This design comes from an exercise in tuning for small area, a short achievable clock period and few clock cycles per item on the open sky130 flow, not from production work.
In this exercise RTL edits were held to simulation tests only and were not proved equivalent to the original.
Power figures rest on the tool's default switching activity, not on a simulated workload.

[design/flow/config.mk]
export PLATFORM = sky130hd
export DESIGN_NAME = wd0_core
export DESIGN_NICKNAME = wd0_core
export VERILOG_FILES = /design/flow/design.v
export SDC_FILE = /design/flow/constraint.sdc
export NUM_CORES = 4
export LEC_CHECK = 0
export CAP_MARGIN = 20
export CORE_MARGIN = 2
export CORE_UTILIZATION = 50
export CTS_CLUSTER_DIAMETER = 80
export CTS_CLUSTER_SIZE = 24
export SETUP_SLACK_MARGIN = 5
export SLEW_MARGIN = 20
export SYNTH_MEMORY_MAX_BITS = 4096
[design/flow/constraint.sdc]
create_clock -name core_clock -period 9.0 [get_ports {clk}]
set_input_delay 1.8000 -clock core_clock [delete_from_list [all_inputs] [get_ports {clk}]]
set_output_delay 1.8000 -clock core_clock [all_outputs]
set_load 0.01 [all_outputs]
[design/flow/design.v]
module wd0_core (
    input  wire        clk,
    input  wire        rst,
    input  wire        cmd_valid,
    output wire        cmd_ready,
    input  wire [1:0]  cmd_op,
    input  wire [7:0]  cmd_addr,
    input  wire [15:0] cmd_data,
    output wire        rsp_valid,
    output wire [7:0]  rsp_res,
    output wire [7:0]  rsp_rdata,
    output wire [7:0]  rsp_a,
    output wire [7:0]  rsp_x,
    output wire [7:0]  rsp_y,
    output wire [7:0]  rsp_sp,
    output wire [7:0]  rsp_p,
    output wire [15:0] rsp_pc
);
    localparam [1:0] CMD_EXEC   = 2'd0;
    localparam [1:0] CMD_MEM_WR = 2'd1;
    localparam [1:0] CMD_MEM_RD = 2'd2;
    localparam [1:0] CMD_REG_WR = 2'd3;
    localparam [5:0] OP_LDA = 6'd0,  OP_LDX = 6'd1,  OP_LDY = 6'd2;
    localparam [5:0] OP_STA = 6'd3,  OP_STX = 6'd4,  OP_STY = 6'd5;
    localparam [5:0] OP_TAX = 6'd6,  OP_TAY = 6'd7,  OP_TXA = 6'd8;
    localparam [5:0] OP_TYA = 6'd9,  OP_TSX = 6'd10, OP_TXS = 6'd11;
    localparam [5:0] OP_PHA = 6'd12, OP_PHP = 6'd13, OP_PLA = 6'd14;
    localparam [5:0] OP_PLP = 6'd15, OP_AND = 6'd16, OP_EOR = 6'd17;
    localparam [5:0] OP_ORA = 6'd18, OP_BIT = 6'd19, OP_INC = 6'd20;
    localparam [5:0] OP_INX = 6'd21, OP_INY = 6'd22, OP_DEX = 6'd23;
    localparam [5:0] OP_DEY = 6'd24, OP_ASL = 6'd25, OP_LSR = 6'd26;
    localparam [5:0] OP_ROL = 6'd27, OP_ROR = 6'd28, OP_CLC = 6'd29;
    localparam [5:0] OP_CLD = 6'd30, OP_CLI = 6'd31, OP_CLV = 6'd32;
    localparam [5:0] OP_SEC = 6'd33, OP_SED = 6'd34, OP_SEI = 6'd35;
    localparam [5:0] OP_NOP = 6'd36;
    localparam [5:0] OP_FIRST_UNIMPL = 6'd37;
    localparam FC = 0, FZ = 1, FI = 2, FD = 3, FB = 4, FV = 6, FN = 7;
    reg [7:0]  a_q, x_q, y_q, sp_q, p_q;
    reg [15:0] pc_q;
    reg        rsp_valid_q;
    reg [7:0]  res_q;
    reg [7:0]  rdata_q;
    reg  ready_q;
    assign cmd_ready = ready_q;
    wire fire = cmd_valid && ready_q;
    reg  [7:0]  fsp_q;                  
    reg         r_v;                    
    reg  [1:0]  r_cop;
    reg  [15:0] r_data;
    reg  [2:0]  r_sel;
    reg  [7:0]  r_maddr;
    wire [7:0] x_n_e;                   
    wire [5:0] c_op = cmd_data[15:10];
    wire       c_exec = (cmd_op == CMD_EXEC);
    wire       c_push = c_exec && (c_op == OP_PHA || c_op == OP_PHP);
    wire       c_pop  = c_exec && (c_op == OP_PLA || c_op == OP_PLP);
    wire       c_spwr = (cmd_op == CMD_REG_WR) && (cmd_addr[2:0] == 3'd3);
    wire       c_txs  = c_exec && (c_op == OP_TXS);
    wire       r_txs  = r_v && (r_cop == CMD_EXEC) && (r_data[15:10] == OP_TXS);
    wire [5:0] r_op   = r_data[15:10];
    wire       r_modx = r_v && (((r_cop == CMD_EXEC) &&
                        (r_op == OP_LDX || r_op == OP_TAX || r_op == OP_TSX ||
                         r_op == OP_INX || r_op == OP_DEX)) ||
                        ((r_cop == CMD_REG_WR) && r_sel == 3'd1));
    reg        r_txs_late;
    wire [7:0] base   = r_txs ? x_q : fsp_q;
    wire [7:0] base_m = r_txs ? x_q - 8'd1 : fsp_q - 8'd1;
    reg [7:0] c_maddr;
    always @(*) begin
        if (cmd_op == CMD_MEM_WR || cmd_op == CMD_MEM_RD)
            c_maddr = cmd_addr;
        else if (c_push)
            c_maddr = base;
        else if (c_pop)
            c_maddr = base_m;
        else
            c_maddr = cmd_data[7:0];
    end
    always @(posedge clk) begin
        if (fire) begin
            if (c_spwr)      fsp_q <= cmd_data[7:0];
            else if (c_push) fsp_q <= base + 8'd1;
            else if (c_pop)  fsp_q <= base_m;
            else             fsp_q <= base;
        end else if (r_txs_late) begin
            fsp_q <= x_n_e;
        end else begin
            fsp_q <= base;
        end
    end
    always @(posedge clk) begin
        if (rst) begin
            ready_q    <= 1'b1;
            r_txs_late <= 1'b0;
        end else begin
            ready_q    <= !(fire && c_txs && r_modx);
            r_txs_late <= fire && c_txs && r_modx;
        end
    end
    reg r_rsp, e_rsp;
    always @(posedge clk) begin
        r_v     <= fire;
        r_rsp   <= fire && !rst;
        r_cop   <= cmd_op;
        r_data  <= cmd_data;
        r_sel   <= cmd_addr[2:0];
        r_maddr <= c_maddr;
    end
    reg [3:0] s1_q [0:15];              
    reg [1:0] s2_q [0:3];               
    genvar gs;
    generate
        for (gs = 0; gs < 16; gs = gs + 1) begin : sel1
            always @(posedge clk)
                s1_q[gs] <= (c_maddr[7:4] == gs) ? (4'd1 << c_maddr[1:0]) : 4'd0;
        end
        for (gs = 0; gs < 4; gs = gs + 1) begin : sel2
            always @(posedge clk)
                s2_q[gs] <= (c_maddr[7:6] == gs) ? c_maddr[3:2] : 2'd0;
        end
    endgenerate
    reg        e_v;
    reg  [1:0] e_cop;
    reg [15:0] e_data;
    reg  [2:0] e_sel;
    reg  [7:0] e_maddr;
    reg  [7:0] e_rd;
    reg        w_en;
    reg  [7:0] w_addr, w_data;
    reg [15:0] w_hi_n, w_lo_n;          
    wire       e_we;                    
    wire [7:0] mem_wd;                  
    wire [7:0] l0 [0:255];
    wire [7:0] l1 [0:63];
    wire [7:0] l2 [0:15];
    wire [7:0] l3 [0:3];
    genvar gi;
    generate
        for (gi = 0; gi < 256; gi = gi + 1) begin : row
            reg [7:0] q;
            always @(posedge clk)
                if (!w_hi_n[gi / 16] && !w_lo_n[gi % 16])
                    q <= w_data;
            assign l0[gi] = q;
        end
        for (gi = 0; gi < 64; gi = gi + 1) begin : rd1
            assign l1[gi] = ({8{s1_q[gi/4][3]}} & l0[4*gi+3]) | ({8{s1_q[gi/4][2]}} & l0[4*gi+2]) |
                            ({8{s1_q[gi/4][1]}} & l0[4*gi+1]) | ({8{s1_q[gi/4][0]}} & l0[4*gi]);
        end
        for (gi = 0; gi < 16; gi = gi + 1) begin : rd2
            assign l2[gi] = s2_q[gi/4][1] ? (s2_q[gi/4][0] ? l1[4*gi+3] : l1[4*gi+2])
                                          : (s2_q[gi/4][0] ? l1[4*gi+1] : l1[4*gi]);
        end
        for (gi = 0; gi < 4; gi = gi + 1) begin : rd3
            assign l3[gi] = r_maddr[5] ? (r_maddr[4] ? l2[4*gi+3] : l2[4*gi+2])
                                       : (r_maddr[4] ? l2[4*gi+1] : l2[4*gi]);
        end
    endgenerate
    wire [7:0] arr_rd = r_maddr[7] ? (r_maddr[6] ? l3[3] : l3[2])
                                   : (r_maddr[6] ? l3[1] : l3[0]);
    always @(posedge clk) begin
        e_v     <= r_v;
        e_rsp   <= r_rsp && !rst;
        e_cop   <= r_cop;
        e_data  <= r_data;
        e_sel   <= r_sel;
        e_maddr <= r_maddr;
        if (e_we && e_maddr == r_maddr)
            e_rd <= mem_wd;
        else if (w_en && w_addr == r_maddr)
            e_rd <= w_data;
        else
            e_rd <= arr_rd;
    end
    wire [5:0] op = e_data[15:10];
    wire       t  = e_data[8];
    wire [7:0] v  = e_data[7:0];
    wire [7:0] rd = e_rd;
    wire op_unimpl = (op >= OP_FIRST_UNIMPL);
    wire op_imm_or_addr = (op <= OP_STY) || (op == OP_AND) || (op == OP_EOR) ||
                          (op == OP_ORA) || (op == OP_INC);
    wire ex  = (e_cop == CMD_EXEC);
    wire ok  = ex && !op_unimpl && !(op_imm_or_addr && t);
    wire rw  = (e_cop == CMD_REG_WR);
    wire mw  = (e_cop == CMD_MEM_WR);
    wire i_lda = ok && op == OP_LDA, i_ldx = ok && op == OP_LDX, i_ldy = ok && op == OP_LDY;
    wire i_sta = ok && op == OP_STA, i_stx = ok && op == OP_STX, i_sty = ok && op == OP_STY;
    wire i_tax = ok && op == OP_TAX, i_tay = ok && op == OP_TAY;
    wire i_txa = ok && op == OP_TXA, i_tya = ok && op == OP_TYA;
    wire i_tsx = ok && op == OP_TSX, i_txs = ok && op == OP_TXS;
    wire i_pha = ok && op == OP_PHA, i_php = ok && op == OP_PHP;
    wire i_pla = ok && op == OP_PLA, i_plp = ok && op == OP_PLP;
    wire i_and = ok && op == OP_AND, i_eor = ok && op == OP_EOR, i_ora = ok && op == OP_ORA;
    wire i_inc = ok && op == OP_INC;
    wire i_inx = ok && op == OP_INX, i_iny = ok && op == OP_INY;
    wire i_dex = ok && op == OP_DEX, i_dey = ok && op == OP_DEY;
    wire i_asl = ok && (op == OP_ASL || op == OP_ROL);
    wire i_lsr = ok && op == OP_LSR, i_ror = ok && op == OP_ROR;
    wire i_sh  = i_asl || i_lsr || i_ror;
    wire i_clc = ok && op == OP_CLC, i_cld = ok && op == OP_CLD;
    wire i_cli = ok && op == OP_CLI, i_clv = ok && op == OP_CLV;
    wire i_sec = ok && op == OP_SEC, i_sed = ok && op == OP_SED, i_sei = ok && op == OP_SEI;
    wire w_a  = rw && e_sel == 3'd0, w_x = rw && e_sel == 3'd1, w_y = rw && e_sel == 3'd2;
    wire w_sp = rw && e_sel == 3'd3, w_p = rw && e_sel == 3'd4, w_pc = rw && e_sel == 3'd5;
    wire [7:0] x_inc = x_q + 8'd1, x_dec = x_q - 8'd1;
    wire [7:0] y_inc = y_q + 8'd1, y_dec = y_q - 8'd1;
    wire [7:0] rd_inc = rd + 8'd1;
    wire [7:0] lg = i_and ? (a_q & rd) : i_eor ? (a_q ^ rd) : (a_q | rd);
    wire [7:0] sh_old = t ? a_q : rd;
    wire [7:0] sh_res = i_asl ? {sh_old[6:0], 1'b0} :
                        i_lsr ? {1'b0, sh_old[7:1]} : {p_q[FC], sh_old[7:1]};
    wire       sh_c   = i_asl ? sh_old[7] : sh_old[0];
    wire i_lg = i_and || i_eor || i_ora;
    wire set_nz = i_lg || i_inc || i_inx || i_iny || i_dex || i_dey;
    wire nz_n = i_lg  ? lg[7] :
                i_inc ? rd_inc[7] :
                i_inx ? x_inc[7] : i_dex ? x_dec[7] :
                i_iny ? y_inc[7] : y_dec[7];
    wire nz_z = i_lg  ? (lg == 8'd0) :
                i_inc ? (rd == 8'hff) :
                i_inx ? (x_q == 8'hff) : i_dex ? (x_q == 8'h01) :
                i_iny ? (y_q == 8'hff) : (y_q == 8'h01);
    wire sel_a_v = i_lda || w_a;
    wire sel_a_sh = i_sh && t;
    wire [7:0] a_n = sel_a_v ? v : i_txa ? x_q : i_tya ? y_q : i_pla ? rd :
                     sel_a_sh ? sh_res : a_q;
    wire [7:0] x_n = (i_ldx || w_x) ? v : i_tax ? a_q : i_tsx ? sp_q :
                     i_inx ? x_inc : i_dex ? x_dec : x_q;
    wire [7:0] y_n = (i_ldy || w_y) ? v : i_tay ? a_q :
                     i_iny ? y_inc : i_dey ? y_dec : y_q;
    wire [7:0] sp_n = w_sp ? v : i_txs ? x_q : (i_pha || i_php) ? sp_q + 8'd1 :
                      (i_pla || i_plp) ? sp_q - 8'd1 : sp_q;
    reg  [7:0] p_n;
    always @(*) begin
        if (i_plp)
            p_n = rd;
        else if (w_p)
            p_n = v;
        else begin
            p_n = p_q;
            if (i_clc)      p_n[FC] = 1'b0;
            else if (i_sec) p_n[FC] = 1'b1;
            else if (i_sh)  p_n[FC] = sh_c;
            if (i_cld)      p_n[FD] = 1'b0;
            else if (i_sed) p_n[FD] = 1'b1;
            if (i_cli)      p_n[FI] = 1'b0;
            else if (i_sei) p_n[FI] = 1'b1;
            if (i_clv)      p_n[FV] = 1'b0;
            if (set_nz) begin
                p_n[FN] = nz_n;
                p_n[FZ] = nz_z;
            end
        end
    end
    wire [15:0] pc_n = w_pc ? e_data : pc_q;
    wire sh_m = i_sh && !t;
    assign e_we = e_v && (mw || i_sta || i_stx || i_sty || i_pha || i_php || i_inc || sh_m);
    assign mem_wd = mw ? v : (i_sta || i_pha) ? a_q : i_stx ? x_q : i_sty ? y_q :
                    i_php ? p_q : i_inc ? rd_inc : sh_res;
    wire [7:0] res_n = !ex ? 8'd0 : op_unimpl ? {op, 2'b01} :
                       (op_imm_or_addr && t) ? {op, 2'b10} : 8'd0;
    assign x_n_e = e_v ? x_n : x_q;
    reg [7:0]  ra_q, rx_q, ry_q, rsp_q, rp_q;
    always @(posedge clk) begin
        ra_q  <= a_n;
        rx_q  <= x_n;
        ry_q  <= y_n;
        rsp_q <= sp_n;
        rp_q  <= p_n;
        if (e_v) begin
            a_q  <= a_n;
            x_q  <= x_n;
            y_q  <= y_n;
            sp_q <= sp_n;
            p_q  <= p_n;
            pc_q <= pc_n;
        end
        res_q   <= res_n;
        rdata_q <= rd;
        w_en   <= e_we;
        w_addr <= e_maddr;
        w_hi_n <= e_we ? ~(16'd1 << e_maddr[7:4]) : 16'hffff;
        w_lo_n <= ~(16'd1 << e_maddr[3:0]);
        w_data <= mem_wd;
    end
    always @(posedge clk) begin
        if (rst)
            rsp_valid_q <= 1'b0;
        else
            rsp_valid_q <= e_v && e_rsp;
    end
    assign rsp_valid = rsp_valid_q;
    assign rsp_res   = res_q;
    assign rsp_rdata = rdata_q;
    assign rsp_a     = ra_q;
    assign rsp_x     = rx_q;
    assign rsp_y     = ry_q;
    assign rsp_sp    = rsp_q;
    assign rsp_p     = rp_q;
    assign rsp_pc    = pc_q;
endmodule
[design/flow/flow/run.sh]
#!/bin/bash
set -euo pipefail
bash standard.sh SETUP_SLACK_MARGIN=6.0 \
    "BUFFER_PORTS_ARGS=-buffer_cell sky130_fd_sc_hd__buf_2" finish > standard.log 2>&1
[design/flow/standard.sh]
#!/bin/bash
# synth_recipe.tcl (not shown) runs the flow's synth.tcl, then flattens the netlist and writes it again
# the make line also repeats each setting of config.mk as NAME=value (left out here)
make -C /OpenROAD-flow-scripts/flow DESIGN_CONFIG=/design/flow/config.mk WORK_HOME=/design/flow/orfs CLKGATE_MAP_FILE= SYNTH_SCRIPT=/design/flow/synth_recipe.tcl "${@:-finish}"
==> flow_summary.toml, run 1 <==
[final_layout]
fin_nets = 5774
area_growth_pct = 10.15
drive_above_1_share = 0.1336

[synth]
ys_ff_latch = 2362
yosys-top-cells-area = "edfxtp_1, dfxtp_1, a22oi_1"
yosysSeqAreaShare = 0.7642
syn-instance-count = 5695
yosysTopAreaCellShare = 0.7046
avgSynthCellArea_um2 = 15.69
ys_types = 90
ys.flop_type = "edfxtp_1"
synth_area_um2 = 89330
yosysTopAreaCell = "edfxtp_1"
synth.most_common_cell = "edfxtp_1"
ys.warnings.count = 3
synthArstFlopShare = 0
synth.net_count = 5753
netlist_top_cells_count = "edfxtp_1, a22oi_1, nor2_1"
synth_edf_count = 2096

[floorplanning]
ios = 103
die_w_um = 426.7
core_um2 = 178000
start_util = 0.5018
fp-row-count = 155
dieArea_um2 = 182100
die_h_um = 426.7

[clock_tree]
clockRootBuffer = "clkbuf_16"
numCtsBuffers = 118
clk_path_buf_depth = 3
insertion_delay_ns = 0.82
clock-sinks = 2362
cts_tree = "done"
clk_pin_slew_ns = 0.09
htreeDepth = 3

[hold_path]
hp-class = "register to register"
min_from = "r_data[9]$_DFF_P_"
hold_depth = 0
hold-path-endpoint = "e_data[9]$_DFF_P_"

[grt]
overflow = 0
grt_max_degree = 222
grt_pass1_vias = 51470
grt_pass1_wl_um = 376100
antenna_found_initial = 7
grt_util_all_layers = 0.2842

[timing]
tightest_slew_ns = 1.252
period_share = 0.3482
skew_ns = 0.07575
finalCriticalPeriod_ns = 3.134
hold_viol = 0
setup_viol = 0
fin_tns_setup_ns = 0
slew_violations = 0
rsz0062_at_grt = "true"
relSlewSlack = 0.1651
setup_ws_ns = 5.866
whs_ns = 0.3331
fmax_mhz = 319.1

[critical_path]
slowest_delay_ns = 0.38
crit_path_end_kind = "output pin"
crit_path_max_fanout = 1
required_ns = 7.20
r2r_start = "r_maddr[6]$_DFF_P_"
crit_type = "register to output pin"
crit_family = "flip-flops"
r2r_end = "e_rd[2]$_DFF_P_"
worst_setup_path_start_kind = "register"
worst-r2r-cell-count = 10
crit_buf_inv = 1
cp.arrival_ns = 1.33
cp_slowest_cell = "edfxtp_1"
cp_cell_sequence = "buf_2"
reg2reg_slack_ns = 6.00

[place]
gp_congestion = 0.9335
pre_cts_slack_ns = 4.167
numPortBuffers = 102
hpwl_um = 159200

[power_and_ir_drop]
max-vdd-ir-drop_uv = 182.4
p_leak_nw = 29.64
power_density_nw_per_um2 = 212.8
fin_total_pwr_mw = 20.94

[route]
drt-total-wl_um = 263200
drt-wirelength-per-cell_um = 32.21
vias = 53913
firstDrtPassIters = 7
vias_per_cell = 6.598
drt_iter0_markers = 6934
ant_nets = 0
drc = 0

[outcome]
status = "finished clean"

[run]
drv_cap = 0
==> through the flow <==
step,area [µm²],std cells,utilization
6_report,98400,8171,0.5527
3_3_place_gp,92540,7889,0.5198
5_1_grt,98400,8169,0.5527
2_1_floorplan,89560,5695,-
3_5_place_dp,92540,7889,0.5198
4_1_cts,97250,8128,0.5463
==> report_power, final <==
group / switching (mW) / total, mW / internal, mW
Sequential: 0.376 / 12.8 / 12.4
Clock: 3.52 / 6.27 / 2.75
Combinational: 1.36 / 1.88 / 0.516
==> layer usage <==
metal | vias to the layer above | share of wire | wire (µm) | GRT usage
li1 | 22937 | - | - | -
met1 | 27900 | 0.41 | 106800 | 0.3996
met2 | 2576 | 0.47 | 124100 | 0.4514
met3 | 494 | 0.079 | 20830 | 0.04316
met4 | 6 | 0.043 | 11430 | 0.1057
met5 | - | 0.00018 | 47 | 0
==> logic make-up (layout without fill, tap and decap cells) <==
family / after synthesis / in the layout / synth area share
xor+xnor: 51 / 51 / 0.005000
other cells: 0 / 2 / 0
mux: 90 / 90 / 0.01667
fa+ha+maj: 29 / 29 / 0.004062
buf+inv: 451 / 564 / 0.01929
simple gates: 1224 / 1230 / 0.06373
flops: 2362 / 2362 / 0.7642
compound gates: 1488 / 1488 / 0.1271
==> registers in the layout, summed over array words and instances, names as in the netlist, 16 cells and up <==
| signal | cells |
|---|---|
| s1_q | 64 |
| row.q | 2048 |
| w_hi_n | 16 |
| w_lo_n | 16 |
| e_data | 16 |
| pc_q | 16 |
| r_data | 16 |
==> what timing repair did <==
action | CTS | global route
buffers inserted | 21 | 34
pin swaps | 20 | 39
hold buffers | 0 | 0
resized for setup | 166 | 201
cloned | 0 | 7
endpoints found under the setup margin | 242 | 194
==> layout make-up <==
| class | count | area, µm² |
|---|---|---|
| Antenna cell | 2 | 5.005 |
| Clock buffer | 183 | 3387 |
| Clock inverter | 35 | 451.7 |
| Fill cell | 14172 | 79630 |
| Inverter | 53 | 237.7 |
| Multi-Input combinational cell | 2888 | 20530 |
| Sequential cell | 2362 | 68390 |
| Tap cell | 2355 | 2947 |
| Timing Repair Buffer | 292 | 2450 |
| Timing Repair inverter | 1 | 8.758 |
==> placed cells by master, fill, tap and decap left out, types with 16 or more instances in the layout <==
cell       netlist  layout
mux2i_1         34      28
mux4_2          46      46
a221o_1         16      16
a22oi_1        559     559
a22o_1         208     208
nand3_4          0      16
a31oi_1         74      71
o22ai_1         21      20
a221oi_1       205     199
edfxtp_1      2096    2096
buf_4            1     141
xnor2_1         34      34
dfxtp_1        266     198
nand4_1         71      71
ha_1            29      27
clkbuf_1       323      53
o211ai_1        35      35
and3_1          19      18
a222oi_1        28      28
dfxtp_2          0      52
a211oi_1        28      23
clkbuf_16        0     125
buf_6            1      54
xor2_1          17      17
dfxtp_4          0      16
nor2_1         453     412
buf_2           14      74
inv_1           48      48
nor2b_1         27      17
nand2_1        238     226
nand3_1        256     236
nor2_2           0      33
a21oi_1        105     104
o21ai_0         93      87
nor3_1          49      41
==> worst max path at each step <==
| stage | startpoint | endpoint | slack, ns | cells past startpoint |
|---|---|---|---|---|
| global route | pc_q[11]$_DFFE_PP_ | rsp_pc[11] | 5.77 | 1 |
| floorplan | cmd_op[1] | s1_q[13][0]$_SDFF_PP0_ | 5.47 | 11 |
| global placement | cmd_op[1] | s1_q[5][3]$_SDFF_PP0_ | 4.21 | 11 |
| finish | pc_q[11]$_DFFE_PP_ | rsp_pc[11] | 5.87 | 1 |
| CTS | pc_q[11]$_DFFE_PP_ | rsp_pc[11] | 5.78 | 1 |
| detailed placement | cmd_op[1] | s1_q[5][3]$_SDFF_PP0_ | 4.17 | 11 |
Testbench counts, summed over its fixed seeds: cycles 24,073, items 24,000.
==> inputs of run 2 (changes only) <==
--- a/design/flow/design.v
+++ b/design/flow/design.v
@@ -108,15 +108,21 @@
     end
     reg [3:0] s1_q [0:15];              
     reg [1:0] s2_q [0:3];               
+    wire       c_mem = cmd_op[0] ^ cmd_op[1];
+    wire [7:0] c_lin = c_mem ? cmd_addr : cmd_data[7:0];
     genvar gs;
     generate
         for (gs = 0; gs < 16; gs = gs + 1) begin : sel1
+            wire [3:0] stk = (base_m[7:4] == gs) ? (4'd1 << base_m[1:0]) : 4'd0;
+            wire [3:0] lin = (c_lin[7:4] == gs) ? (4'd1 << c_lin[1:0]) : 4'd0;
             always @(posedge clk)
-                s1_q[gs] <= (c_maddr[7:4] == gs) ? (4'd1 << c_maddr[1:0]) : 4'd0;
+                s1_q[gs] <= c_pop ? stk : lin;
         end
         for (gs = 0; gs < 4; gs = gs + 1) begin : sel2
+            wire [1:0] stk = (base_m[7:6] == gs) ? base_m[3:2] : 2'd0;
+            wire [1:0] lin = (c_lin[7:6] == gs) ? c_lin[3:2] : 2'd0;
             always @(posedge clk)
-                s2_q[gs] <= (c_maddr[7:6] == gs) ? c_maddr[3:2] : 2'd0;
+                s2_q[gs] <= c_pop ? stk : lin;
         end
     endgenerate
     reg        e_v;
@@ -261,12 +267,14 @@
                        (op_imm_or_addr && t) ? {op, 2'b10} : 8'd0;
     assign x_n_e = e_v ? x_n : x_q;
     reg [7:0]  ra_q, rx_q, ry_q, rsp_q, rp_q;
+    reg [15:0] rpc_q;
     always @(posedge clk) begin
         ra_q  <= a_n;
         rx_q  <= x_n;
         ry_q  <= y_n;
         rsp_q <= sp_n;
         rp_q  <= p_n;
+        rpc_q <= pc_n;
         if (e_v) begin
             a_q  <= a_n;
             x_q  <= x_n;
@@ -297,5 +305,5 @@
     assign rsp_y     = ry_q;
     assign rsp_sp    = rsp_q;
     assign rsp_p     = rp_q;
-    assign rsp_pc    = pc_q;
+    assign rsp_pc    = rpc_q;
 endmodule
--- a/design/flow/config.mk
+++ b/design/flow/config.mk
@@ -7,7 +7,7 @@
 export LEC_CHECK = 0
 export CAP_MARGIN = 20
 export CORE_MARGIN = 2
-export CORE_UTILIZATION = 50
+export CORE_UTILIZATION = 60
 export CTS_CLUSTER_DIAMETER = 80
 export CTS_CLUSTER_SIZE = 24
 export SETUP_SLACK_MARGIN = 5
==> run 2 against run 1 <==
Net effect:
- register-to-register slack got worse by 0.18 ns
- fmax shrank 1.4%
- via count is 3.9% higher
- count of clock-buffer cells in the layout shrank 31
- non-clock buffer count is 18 lower
- critical path depth is 7 higher
- clock power is 3.7% lower
- highest routed layer unchanged
==> flow_summary.toml, run 2 <==
[synth]
avgSynthCellArea_um2 = 15.44
ys_types = 97
yosysTopAreaCellShare = 0.6985
synth_area_um2 = 90110
ys.flop_type = "edfxtp_1"
synth.most_common_cell = "edfxtp_1"
ys.warnings.count = 3
syn-instance-count = 5835
netlist_top_cells_count = "edfxtp_1, a22oi_1, nor2_1"
yosysSeqAreaShare = 0.7612
yosys-top-cells-area = "edfxtp_1, dfxtp_1, a22oi_1"
synth.net_count = 5893
yosysTopAreaCell = "edfxtp_1"
synth_edf_count = 2096
synthArstFlopShare = 0
ys_ff_latch = 2378

[place]
gp_congestion = 0.9526
pre_cts_slack_ns = 4.797
place_area_um2 = 93000
hpwl_um = 162900
numPortBuffers = 102

[grt]
overflow = 0
grt_pass1_wl_um = 384300
grt_util_all_layers = 0.3504
antenna_found_initial = 10
grt_max_degree = 226
grt_pass1_vias = 52118

[timing]
relSlewSlack = 0.1332
rsz0062_at_grt = "true"
fin_tns_setup_ns = 0
slew_violations = 0
tightest_slew_ns = 1.300
fmax_mhz = 314.7
setup_viol = 0
period_share = 0.3530
setup_ws_ns = 5.823
hold_viol = 0
finalCriticalPeriod_ns = 3.177
whs_ns = 0.3338
skew_ns = 0.02853

[final_layout]
layout_commonest_cell = "edfxtp_1"
fillers = 10523
regMostFlops = "row.q"
fin_area_um2 = 97840
reg_top3 = "row.q: 2048 flops, s1_q: 64 flops"
final_util = 0.6548
drive_above_1_share = 0.1236
area_growth_pct = 8.579
fin_nets = 5882
layout_common_cells = "edfxtp_1, a22oi_1, nor2_1"
largest_reg_flops = 2048

[clock_tree]
clk_path_buf_depth = 3
clk_pin_slew_ns = 0.10
numCtsBuffers = 116
htreeDepth = 3
ctsHoldBuffers = 0
clock-sinks = 2378
clockRootBuffer = "clkbuf_16"
cts_tree = "done"
insertion_delay_ns = 0.77

[hold_path]
hp-class = "register to register"

[power_and_ir_drop]
max-vdd-ir-drop_uv = 193.4
p_seq_frac = 0.620
p_switching_mw = 5.159
swShare = 0.2486
power_density_nw_per_um2 = 212.1
power_frac_comb = 0.090
p_leak_nw = 29.68
pwr-share-clk = 0.291
internal_power_mw = 15.60

[outcome]
status = "finished clean"

[critical_path]
crit_path_end_kind = "register"
required_ns = 9.67
crit_type = "register to register"
cp.arrival_ns = 3.85
worst_setup_path_start_kind = "register"
crit_path_max_fanout = 9

[route]
drc = 0
drt-total-wl_um = 270700
ant_nets = 0
drt-wirelength-per-cell_um = 34.19
vias_per_cell = 7.071
vias = 56005
drt_iter0_markers = 7672
firstDrtPassIters = 7

[floorplanning]
core_um2 = 149400
dieArea_um2 = 153300
start_util = 0.6030
die_h_um = 391.5
die_w_um = 391.5
fp-row-count = 142
ios = 103

[run]
drv_cap = 0
==> run 2: per-layer routing <==
metal,up-vias,track usage,wire length [µm]
met5,-,0,35
met4,6,0.1228,10960
met1,28533,0.5176,106500
li1,23429,-,-
met2,3518,0.5319,124100
met3,519,0.06032,29090
==> run 2: cell type report <==
| type | instances | area [µm²] | area share |
|---|---|---|---|
| multi-input combinational | 2996 | 20510 | 0.2096 |
| timing repair buffer | 274 | 2286 | 0.02336 |
| clock inverter | 39 | 396.6 | 0.004054 |
| antenna | 7 | 17.52 | 0.0001790 |
| sequential | 2378 | 68710 | 0.7023 |
| tap | 2016 | 2522 | 0.02578 |
| clock buffer | 152 | 3144 | 0.03214 |
| inverter | 58 | 247.7 | 0.002532 |
==> run 2: worst max-delay path: stages (launching register included) <==
cell and delay [ns]:
dfxtp_1 0.34, buf_4 0.31, inv_1 0.28, nor2_2 0.58, o21ai_0 0.40, nor4_2 0.50, a211oi_1 0.17, a221o_1 0.36
o21a_1 0.11
==> run 2: kinds of logic (layout without fill, tap and decap cells) <==
kind of cell	after synthesis	count (layout)	share of synthesized area
AO/OA/AOI/OAI	1633	1633	0.1353
XOR/XNOR	58	58	0.005638
adder cells (fa/ha/maj)	30	30	0.004138
buffers and inverters	461	523	0.01958
flip-flops	2378	2378	0.7612
multiplexers	79	79	0.01215
other	0	7	0
AND/OR/NAND/NOR	1196	1196	0.06207
==> run 2: path summary, 6_finish.rpt <==
| path | start | slack [ns] | cells after the start | endpoint |
|---|---|---|---|---|
| hold reg to reg | r_data[5]$_DFF_P_ | 0.33 | 0 | e_data[5]$_DFF_P_ |
| setup / recovery | r_maddr[7]$_DFF_P_ | 5.82 | 8 | e_rd[4]$_DFF_P_ |
| hold / removal | r_data[5]$_DFF_P_ | 0.33 | 0 | e_data[5]$_DFF_P_ |
| setup reg to reg | r_maddr[7]$_DFF_P_ | 5.82 | 8 | e_rd[4]$_DFF_P_ |
==> run 2: power groups by stage <==
stage | clock network (mW) | registers, mW | logic [mW]
floorplan | 0 | 13.1 | 0.728
global placement | 0 | 13.1 | 1.69
detailed placement | 0 | 13.1 | 1.72
CTS | 6.07 | 12.8 | 1.79
global route | 6.41 | 12.9 | 1.94
finish | 6.04 | 12.9 | 1.86
==> run 2: timing repair <==
item | in CTS | in global routing
resized for setup | 167 | 68
setup endpoints to repair | 252 | 263
buffers inserted | 26 | 8
pin swaps | 8 | 7
==> run 2: through the flow <==
stage | power (mW) | std cells
2_1_floorplan | 13.83 | 5835
3_3_place_gp | 14.78 | 7684
3_5_place_dp | 14.81 | 7685
4_1_cts | 20.70 | 7902
5_1_grt | 21.22 | 7914
6_report | 20.75 | 7920
Testbench counts of run 2, summed over its fixed seeds: cycles 24,073, items 24,000.
==> inputs of run 3 (changes only) <==
--- a/design/flow/config.mk
+++ b/design/flow/config.mk
@@ -7,7 +7,7 @@
 export LEC_CHECK = 0
 export CAP_MARGIN = 20
 export CORE_MARGIN = 2
-export CORE_UTILIZATION = 60
+export CORE_UTILIZATION = 55
 export CTS_CLUSTER_DIAMETER = 80
 export CTS_CLUSTER_SIZE = 24
 export SETUP_SLACK_MARGIN = 5
==> run 3 against run 2 <==
Net effect:
- final area grew 0.38%
- first-iteration DRC count grew 1.0%
- clock skew grew 0.013 ns
- sequential cell count is the same
- sequential power is essentially flat
- via count shrank 0.26%
- fmax grew 2.9%
- routed wire length grew 3.3%
- worst setup slack gained 0.088 ns
- area after synthesis is the same
- register-to-register slack gained 0.09 ns
- hold slack lost 0.011 ns
- largest power group unchanged
==> flow_summary.toml, run 3 <==
[route]
vias_per_cell = 6.901
firstDrtPassIters = 7
vias = 55862
drt-wirelength-per-cell_um = 34.56
drt-total-wl_um = 279800
drt_iter0_markers = 7749
ant_nets = 0
drc = 0

[grt]
grt_util_all_layers = 0.3288
grt_max_degree = 241
overflow = 0
antenna_found_initial = 13
grt_pass1_wl_um = 395900
grt_pass1_vias = 52676

[floorplanning]
die_w_um = 408.8
start_util = 0.5536
fp-row-count = 148
core_um2 = 162800
dieArea_um2 = 167100
die_h_um = 408.8
ios = 103

[final_layout]
regMostFlops = "row.q"
largest_reg_flops = 2048
layout_commonest_cell = "edfxtp_1"
fin_area_um2 = 98210
layout_common_cells = "edfxtp_1, a22oi_1, nor2_1"
reg_top3 = "row.q: 2048 flops, s1_q: 64 flops"
fin_nets = 5892
fillers = 12294
drive_above_1_share = 0.1246
area_growth_pct = 8.990

[synth]
netlist_top_cells_count = "edfxtp_1, a22oi_1, nor2_1"
ys_types = 97
syn-instance-count = 5835
synth_area_um2 = 90110
yosysSeqAreaShare = 0.7612
synth.net_count = 5893
yosys-top-cells-area = "edfxtp_1, dfxtp_1, a22oi_1"
yosysTopAreaCellShare = 0.6985
synthArstFlopShare = 0
ys.warnings.count = 3
ys_ff_latch = 2378
ys.flop_type = "edfxtp_1"
avgSynthCellArea_um2 = 15.44
synth_edf_count = 2096
synth.most_common_cell = "edfxtp_1"
yosysTopAreaCell = "edfxtp_1"

[critical_path]
crit_path_end_kind = "register"
slowest_delay_ns = 0.66
crit_family = "simple AND/OR/NAND/NOR gates"
cp.arrival_ns = 3.75
crit_buf_inv = 2
cp_slowest_cell = "nor4_2"
required_ns = 9.66
worst_setup_path_start_kind = "register"
cp_cell_sequence = "buf_12, nand2b_2, buf_4, o22ai_1, nor4_2, nor4_1, a32oi_1, a21oi_1"
crit_path_max_fanout = 25
crit_type = "register to register"

[hold_path]
hp-class = "register to register"

[timing]
rsz0062_at_grt = "true"
fmax_mhz = 323.7
setup_viol = 0
tightest_slew_ns = 1.364
finalCriticalPeriod_ns = 3.089
slew_violations = 0
period_share = 0.3432
skew_ns = 0.04130
fin_tns_setup_ns = 0
hold_viol = 0
relSlewSlack = 0.09087
setup_ws_ns = 5.911

[clock_tree]
clk_pin_slew_ns = 0.09
ctsHoldBuffers = 0
insertion_delay_ns = 0.79
clockRootBuffer = "clkbuf_16"
htreeDepth = 3
clk_path_buf_depth = 3
numCtsBuffers = 118
clock-sinks = 2378
cts_tree = "done"

[outcome]
status = "finished clean"

[place]
numPortBuffers = 102
place_area_um2 = 93170
gp_congestion = 0.9574
hpwl_um = 169700
pre_cts_slack_ns = 4.614

[power_and_ir_drop]
max-vdd-ir-drop_uv = 226.6
p_leak_nw = 29.77
power_density_nw_per_um2 = 213.4

[run]
drv_cap = 0
run 3: cell counts after synthesis:
No cell type changed its count.
run 3: cells by family (layout without fill, tap and decap cells):
family / count (synthesis) / in the layout / synth area share
multiplexers: 79 / 79 / 0.01215
AO/OA/AOI/OAI: 1633 / 1633 / 0.1353
AND/OR/NAND/NOR: 1196 / 1196 / 0.06207
other: 0 / 4 / 0
buffers and inverters: 461 / 542 / 0.01958
flip-flops: 2378 / 2378 / 0.7612
XOR/XNOR: 58 / 58 / 0.005638
adder cells (fa/ha/maj): 30 / 30 / 0.004138
run 3: timing repair:
item	4_1_cts	5_1_grt
gates cloned	0	0
endpoints found under the setup margin	208	166
resized for setup	143	88
buffers inserted	19	28
pin swaps	12	10
run 3: where the power goes:
group	internal (mW)	leakage, nW	switching, mW
clock network	2.70	1.80	3.50
registers	12.5	21.2	0.368
logic	0.488	6.77	1.39
run 3: metal layers:
metal / vias up / global-route usage / part of all wire
li1: 23454 / - / -
met1: 28717 / 0.4808 / 0.41
met2: 3204 / 0.5032 / 0.46
met3: 479 / 0.05769 / 0.097
met4: 8 / 0.1113 / 0.039
met5: - / 0 / 0.00020
run 3: area by class of cell:
class	count	area, µm²	area share
Sequential cell	2378	68730	0.6999
Clock inverter	34	397.9	0.004051
Clock buffer	168	3299	0.03360
Multi-Input combinational cell	2996	20460	0.2084
Timing Repair Buffer	282	2338	0.02381
Antenna cell	4	10.01	0.0001019
Tap cell	2175	2721	0.02771
Inverter	58	247.7	0.002523
run 3: path summary, 6_finish.rpt:
check	start	endpoint	slack [ns]	cells after the start
setup / recovery	r_maddr[4]$_DFF_P_	e_rd[3]$_DFF_P_	5.91	8
setup reg to reg	r_maddr[4]$_DFF_P_	e_rd[3]$_DFF_P_	5.91	8
hold / removal	r_data[5]$_DFF_P_	e_data[5]$_DFF_P_	0.32	0
hold reg to reg	r_data[5]$_DFF_P_	e_data[5]$_DFF_P_	0.32	0
run 3: stage by stage:
step / util / instances / hold slack (ns) / power (mW)
6_report: 0.6034 / 8095 / 0.3230 / 20.95
3_3_place_gp: 0.5722 / 7836 / 0.3097 / 14.79
2_1_floorplan: - / 5835 / 0.3096 / 13.83
3_5_place_dp: 0.5724 / 7837 / 0.3121 / 14.83
4_1_cts: 0.5992 / 8058 / 0.3283 / 20.88
5_1_grt: 0.6033 / 8093 / 0.3413 / 21.45

## what the ideal ports hide
No port has a modelled driver above. Below, the same layouts with a new extraction and two added sets of constraints.
Step 1, drivers: a clkbuf_16 drives clk and a buf_2 each remaining input, both assumed.
Step 2 moves the port delays by t, midway between the first and last clock arrival at a register: inputs arrive t later, outputs are due t later. That takes back most of the time a late clock gives input paths.
Three values: ideal, step 1, step 2; two values: the first two.
run | shift t [ns] | setup WS [ns] | latest minus earliest clock arrival (ns) | worst register clock-pin slew, ns | cell pins on the clock port's net
run 1 | 0.865 | 5.866 / 5.780 / 5.046 | 0.078 / 0.078 | 0.10 / 0.10 | 1
run 2 | 0.853 | 5.823 / 5.823 / 5.202 | 0.036 / 0.036 | 0.10 / 0.10 | 1
run 3 | 0.854 | 5.911 / 5.884 / 5.229 | 0.041 / 0.042 | 0.10 / 0.10 | 1
After both steps setup and hold are still met in every run listed. The setup slack of run 1, which loses most, moves by -0.086 ns with the drivers and by -0.820 ns with both steps.
